Source: an optimization exercise on an open RTL-to-GDS flow (aim: small area, a short achievable clock period and few clock cycles per item). Production flows keep margins and buffers that such runs may drop. At most, simulation tests tie the RTL to the original design; equivalence was not proved.

## the reference run
==> flow/design.v (excerpt) <==
module aes256_cbc #(
  parameter [127:0] IV0 = 128'h0102030405060708090a0b0c0d0e0f10
) (
  input  wire         clk,
  input  wire         rst,         
  input  wire         in_valid,
  output wire         in_ready,
  input  wire [1:0]   in_op,
  input  wire         in_first,
  input  wire [127:0] in_data,
  input  wire [255:0] in_key,
  output wire         out_valid,
  input  wire         out_ready,
  output wire [127:0] out_data,
  output wire [1:0]   out_err
);
Size in the first run: ~12000 cells after synthesis, ~520 I/O pins, about 110000 µm² of cells after synthesis.
export LEC_CHECK = 0
export CAP_MARGIN = 30
export CORE_MARGIN = 2
export CORE_UTILIZATION = 45
export PLACE_DENSITY = 0.6
export SETUP_SLACK_MARGIN = 4
export SLEW_MARGIN = 35
export SYNTH_HIERARCHICAL = 1
export SYNTH_MINIMUM_KEEP_SIZE = 0
create_clock -name core_clock -period 11.0 [get_ports {clk}]
run.sh (not shown) runs the stock make flow with config.mk's settings and CLKGATE_MAP_FILE= SYNTH_SCRIPT=/design/flow/synth_recipe.tcl, a recipe that flattens the netlist after the stock synthesis.
The reference run completed end to end with timing, DRC and antenna clean.
> inputs changed (the reference run -> the trial run)
- changing SETUP_SLACK_MARGIN from 4 to 4.5
- The trial run vs the reference run — via count rose 381.
- The reference run leaves less setup margin than the trial run.
- When the trial run is set beside the reference run, its wire length on met1 turns out to be 1.7% smaller.
Function was not checked in any run of this note: the RTL went through the layout flow alone.

* * *

Starting RTL as in the previous note.
make LEC_CHECK=0 CAP_MARGIN=30 CORE_MARGIN=2 CORE_UTILIZATION=45 PLACE_DENSITY=0.6 SETUP_SLACK_MARGIN=5 SLEW_MARGIN=35 SYNTH_HIERARCHICAL=1 SYNTH_MINIMUM_KEEP_SIZE=0 finish   # period 11.0 ns
Edit:
--- a/flow/config.mk
+++ b/flow/config.mk
@@ -10,3 +10,3 @@
-export CORE_UTILIZATION = 45
-export PLACE_DENSITY = 0.6
-export SETUP_SLACK_MARGIN = 5
+export CORE_UTILIZATION = 55
+export PLACE_DENSITY = 0.7
+export SETUP_SLACK_MARGIN = 4.5
After rerunning: Routed wire length went down by 4.4%. Core utilization rose by 7.5 points. Via count drops by 1.1%. Hold slack gets better by 0.0076 ns. Synthesized area does not change.
No functional check of the RTL was part of any run of this note.

* * *

run A:
Another version of the RTL of aes256_cbc (not shown whole).
Size: about 11000 cells after synthesis, ~520 I/O pins.
clock: 11.0 ns
lec_check: 0
cap_margin: 30
core_margin: 2
core_utilization: 45
cts_buf_list: sky130_fd_sc_hd__clkbuf_8
place_density: 0.6
setup_slack_margin: 4.75
slew_margin: 35
synth_hierarchical: 1
synth_minimum_keep_size: 0
standard.sh (not shown) runs the stock make flow with config.mk's settings and CLKGATE_MAP_FILE= SYNTH_SCRIPT=/design/flow/synth_recipe.tcl, a recipe that flattens the netlist after the stock synthesis.
==> flow/flow/run.sh <==
#!/bin/bash
# The standard layout (the standard.sh, ORFS synthesis to final), with one change: the port
# buffers that global placement inserts are the smallest buffer cell instead of ORFS's default
# pick (a 4-stage delay buffer). Every port still gets its buffer.
set -euo pipefail
bash standard.sh 'BUFFER_PORTS_ARGS=-buffer_cell sky130_fd_sc_hd__buf_1' finish > standard_flow.log 2>&1
Run A: PASS, flow complete, no timing, DRC or antenna violations
Testbench counts of run A, summed over its fixed seeds: cycles 11,896, items 842.
Modified inputs, run B compared to run A
--- a/flow/config.mk
+++ b/flow/config.mk
@@ -13 +13 @@
-export SETUP_SLACK_MARGIN = 4.75
+export SETUP_SLACK_MARGIN = 4.5
--- outcome ---
Between run A and run B, worst hold slack decreased. Run B — number of instances resized during post-cts repair 95 lower, run A as reference. The insertion delay to the later sink of the worst-skew pair was comparable across run B and run A. Run B vs. run A: summed area of non-filler cells in the final layout fell 1.7%; number of H-tree levels essentially unchanged; first-pass GRT wire length increased 0.48%.
### run B -> run C
==> flow/run.sh (new file) <==
#!/bin/bash
# synth_recipe.tcl (not shown) runs the flow's synth.tcl, then flattens the netlist and writes it again
# the make line also repeats each setting of config.mk as NAME=value (left out here)
make -C /OpenROAD-flow-scripts/flow DESIGN_CONFIG=/design/flow/config.mk WORK_HOME=/design/flow/orfs CLKGATE_MAP_FILE= SYNTH_SCRIPT=/design/flow/synth_recipe.tcl finish
--- a/flow/config.mk
+++ b/flow/config.mk
@@ -13 +13 @@
-export SETUP_SLACK_MARGIN = 4.5
+export SETUP_SLACK_MARGIN = 4.75
removed: flow/flow/run.sh
removed: flow/standard.sh
Results
Area occupied by multi-input gates: run C vs run B up 1300 sq um. Looking at cell depth of the worst setup path, run C sits below run B. Going from run B to run C, the clock latency at the later pin of the worst-skew pair was found to have gone up by 0.02 ns. Compared with run B, run C ends up with more cell area. In the metrics for run B and run C, the one carrying the higher total of plain and repair buffers excluding clock buffers is run C. Relative to run B, sequential share of layout area has decreased by 1.2 points in run C. Relative to run B, maximum clock skew at final layout decreased by 0.043 ns in run C. Minimum hold slack: run B vs run C, no meaningful difference.

* * *

## run 1
Another version of the RTL of aes256_cbc (not shown whole).
Size in the first run: ~11000 cells after synthesis, ~1300 flip-flops, about 110000 um^2 of cells after synthesis.
Settings: LEC_CHECK=0, CAP_MARGIN=30, CORE_MARGIN=2, CORE_UTILIZATION=45, CTS_BUF_LIST=sky130_fd_sc_hd__clkbuf_8, PLACE_DENSITY=0.65, SETUP_SLACK_MARGIN=4.75, SLEW_MARGIN=35, SYNTH_HIERARCHICAL=1, SYNTH_MINIMUM_KEEP_SIZE=0; clock period 11.0 ns.
==> flow/flow/run.sh <==
#!/bin/bash
# The standard layout (the standard.sh, ORFS synthesis to final), with one change: the port
# buffers that global placement inserts are the smallest buffer cell instead of ORFS's default
# pick (a 4-stage delay buffer). Every port still gets its buffer.
set -euo pipefail
bash standard.sh 'BUFFER_PORTS_ARGS=-buffer_cell sky130_fd_sc_hd__buf_1' finish > standard_flow.log 2>&1
The final layout from run 1, which completed every stage, passed the timing, design-rule and antenna checks at the end of the flow.
Testbench counts of run 1, summed over its fixed seeds: cycles 11,896, items 842.
#### Input delta (run 2 over run 1)
diff --git a/flow/config.mk b/flow/config.mk
--- a/flow/config.mk
+++ b/flow/config.mk
@@ -10,6 +10,6 @@
 export CORE_UTILIZATION = 45
 export CTS_BUF_LIST = sky130_fd_sc_hd__clkbuf_8
-export PLACE_DENSITY = 0.65
-export SETUP_SLACK_MARGIN = 4.75
+export PLACE_DENSITY = 0.6
+export SETUP_SLACK_MARGIN = 5
 export SLEW_MARGIN = 35
 export SYNTH_HIERARCHICAL = 1
==> results.txt <==
Run 2 went all the way through the flow, and no timing, DRC or antenna check failed.
The higher via-per-instance ratio of run 1 and run 2 is in run 1.
Overall fraction of global-route tracks in use sits higher in run 2 than in run 1.
Min time the final worst path needs with I/O delays and setup across run 1 and run 2: run 2
Compared to run 1, run 2 has critical path depth 12 lower.
Taking run 2 over run 1, the non-clock buffer instance count of the final layout ratio works out to 1.3.
Compared with run 1, run 2 shows number of cell instances on the worst register-to-register path that has gone down by a few percent.
Run 2 vs run 1 — cell area after layout climbed by a few percent
The library cell contributing the largest single delay on the critical path comes out sky130_fd_sc_hd__mux2i_1 in one run and sky130_fd_sc_hd__dfxtp_1 in the other, namely in run 2 and run 1 respectively.
Delta (run 2 minus run 1): number of filler cells placed in the layout -about 2.3%, total detailed-routing wirelength +2.1%.
The following lists how run 3 was set up differently from run 2:
diff --git a/flow/config.mk b/flow/config.mk
--- a/flow/config.mk
+++ b/flow/config.mk
@@ -11,5 +11,5 @@
 export CTS_BUF_LIST = sky130_fd_sc_hd__clkbuf_8
 export PLACE_DENSITY = 0.6
-export SETUP_SLACK_MARGIN = 5
+export SETUP_SLACK_MARGIN = 4.75
 export SLEW_MARGIN = 35
 export SYNTH_HIERARCHICAL = 1
Findings:
Compared to run 2, the routing of run 3 uses less wire.
Note that the DRC marker count from the first detailed-route iteration recorded for run 2 amounts to 1.09 times the value seen in run 3.
Run 3 ended with every stage complete and zero timing, DRC or antenna violations.
Delta (run 3 minus run 2): core utilization moved down, die area level, post-route cell area moved down.
### run 3 -> run 4
diff --git a/flow/config.mk b/flow/config.mk
--- a/flow/config.mk
+++ b/flow/config.mk
@@ -10,4 +10,6 @@
 export CORE_UTILIZATION = 45
 export CTS_BUF_LIST = sky130_fd_sc_hd__clkbuf_8
+export CTS_CLUSTER_DIAMETER = 60
+export CTS_CLUSTER_SIZE = 14
 export PLACE_DENSITY = 0.6
 export SETUP_SLACK_MARGIN = 4.75
### Flow results
The hold slack of run 4 exceeds that of run 3 by 42 ps. Taking run 3 as the reference, in run 4 minimum setup slack among reg-to-reg paths decreased by 100 ps relative to the old numbers, setup slack fell by 98 ps, worst endpoint data arrival time now smaller. Sort run 3 and run 4 by DRC violation total after the first TritonRoute iteration asc -> top: run 4. Comparing run 3 and run 4, via count of the first global-routing pass is higher on run 3.

* * *

aes256_cbc again, from the RTL that the note above started with.
Settings: LEC_CHECK=0, CAP_MARGIN=30, CORE_MARGIN=2, CORE_UTILIZATION=40, CTS_BUF_LIST=sky130_fd_sc_hd__clkbuf_8, PLACE_DENSITY=0.6, SETUP_SLACK_MARGIN=4.75, SLEW_MARGIN=35, SYNTH_HIERARCHICAL=1, SYNTH_MINIMUM_KEEP_SIZE=0; clock period 11.0 ns.
Scripts as last shown in full above: flow/flow/run.sh
Testbench counts at the start, summed over its fixed seeds: cycles 11,896, items 842.
Then changed:
- CAP_MARGIN: 30 -> 25
- CORE_UTILIZATION: 40 -> 45
- SLEW_MARGIN: 35 -> 25
Critical path depth climbs by 1.
Worst setup slack improves by 35 ps.
Final cell count drops by 2.4%.
Then changed:
- CAP_MARGIN: 25 -> 30
- SETUP_SLACK_MARGIN: 4.75 -> 4.5
- SLEW_MARGIN: 25 -> 35
Design area drops by about 2.3%.
Cell count went down by 0.66%.
Routed wire length goes down by 1.6%.
Area after synthesis is unchanged.

-- port drivers added, routing unchanged --
How much do the figures lean on ideal ports? The routed layouts below were timed once more, with nothing changed but the port constraints. Step 1, drivers: a clkbuf_16 drives clk and a buf_2 each remaining input, both assumed. Step 2 also shifts input and output timing later by t, the mid clock arrival at the registers, as if the neighbouring blocks saw the same clock. Slacks: ideal ports / drivers / drivers and shift; pairs: ideal ports / drivers.
| run | t (ns) | setup slack, ns | worst setup path at the end | pins driven straight from the clock port |
|---|---|---|---|---|
| the reference run | 0.940 | 4.131 / 4.131 / 3.710 | input to register | 1 |
| the trial run | 0.918 | 4.574 / 4.603 / 3.700 | input to register | 1 |
| the first run of note 2 | 0.926 | 4.994 / 4.994 / 4.216 | input to register | 1 |
| the second run of note 2 | 0.933 | 4.486 / 4.486 / 3.698 | input to register | 1 |
| run A | 1.153 | 4.783 / 4.783 / 4.098 | input to register | 1 |
| run B | 1.140 | 4.683 / 4.683 / 4.096 | input to register | 1 |
| run C | 1.179 | 4.795 / 4.661 / 3.726 | input to register | 1 |
| run 1 | 1.169 | 4.815 / 4.815 / 4.198 | input to register | 1 |
| run 2 | 1.175 | 5.000 / 4.959 / 3.784 | input to register | 1 |
| run 3 | 1.157 | 4.936 / 4.936 / 4.169 | input to register | 1 |
| run 4 | 1.085 | 4.839 / 4.839 / 4.134 | input to register | 1 |
| the first run of note 5 | 1.166 | 4.826 / 4.826 / 4.395 | input to register | 1 |
| the second run of note 5 | 1.149 | 4.861 / 4.861 / 4.183 | input to register | 1 |
| the third run of note 5 | 1.135 | 4.571 / 4.571 / 4.366 | input to register | 1 |
After both steps setup and hold are still met in every run listed. The setup slack of run 2, which loses most, moves by -0.041 ns with the drivers and by -1.216 ns with both steps.
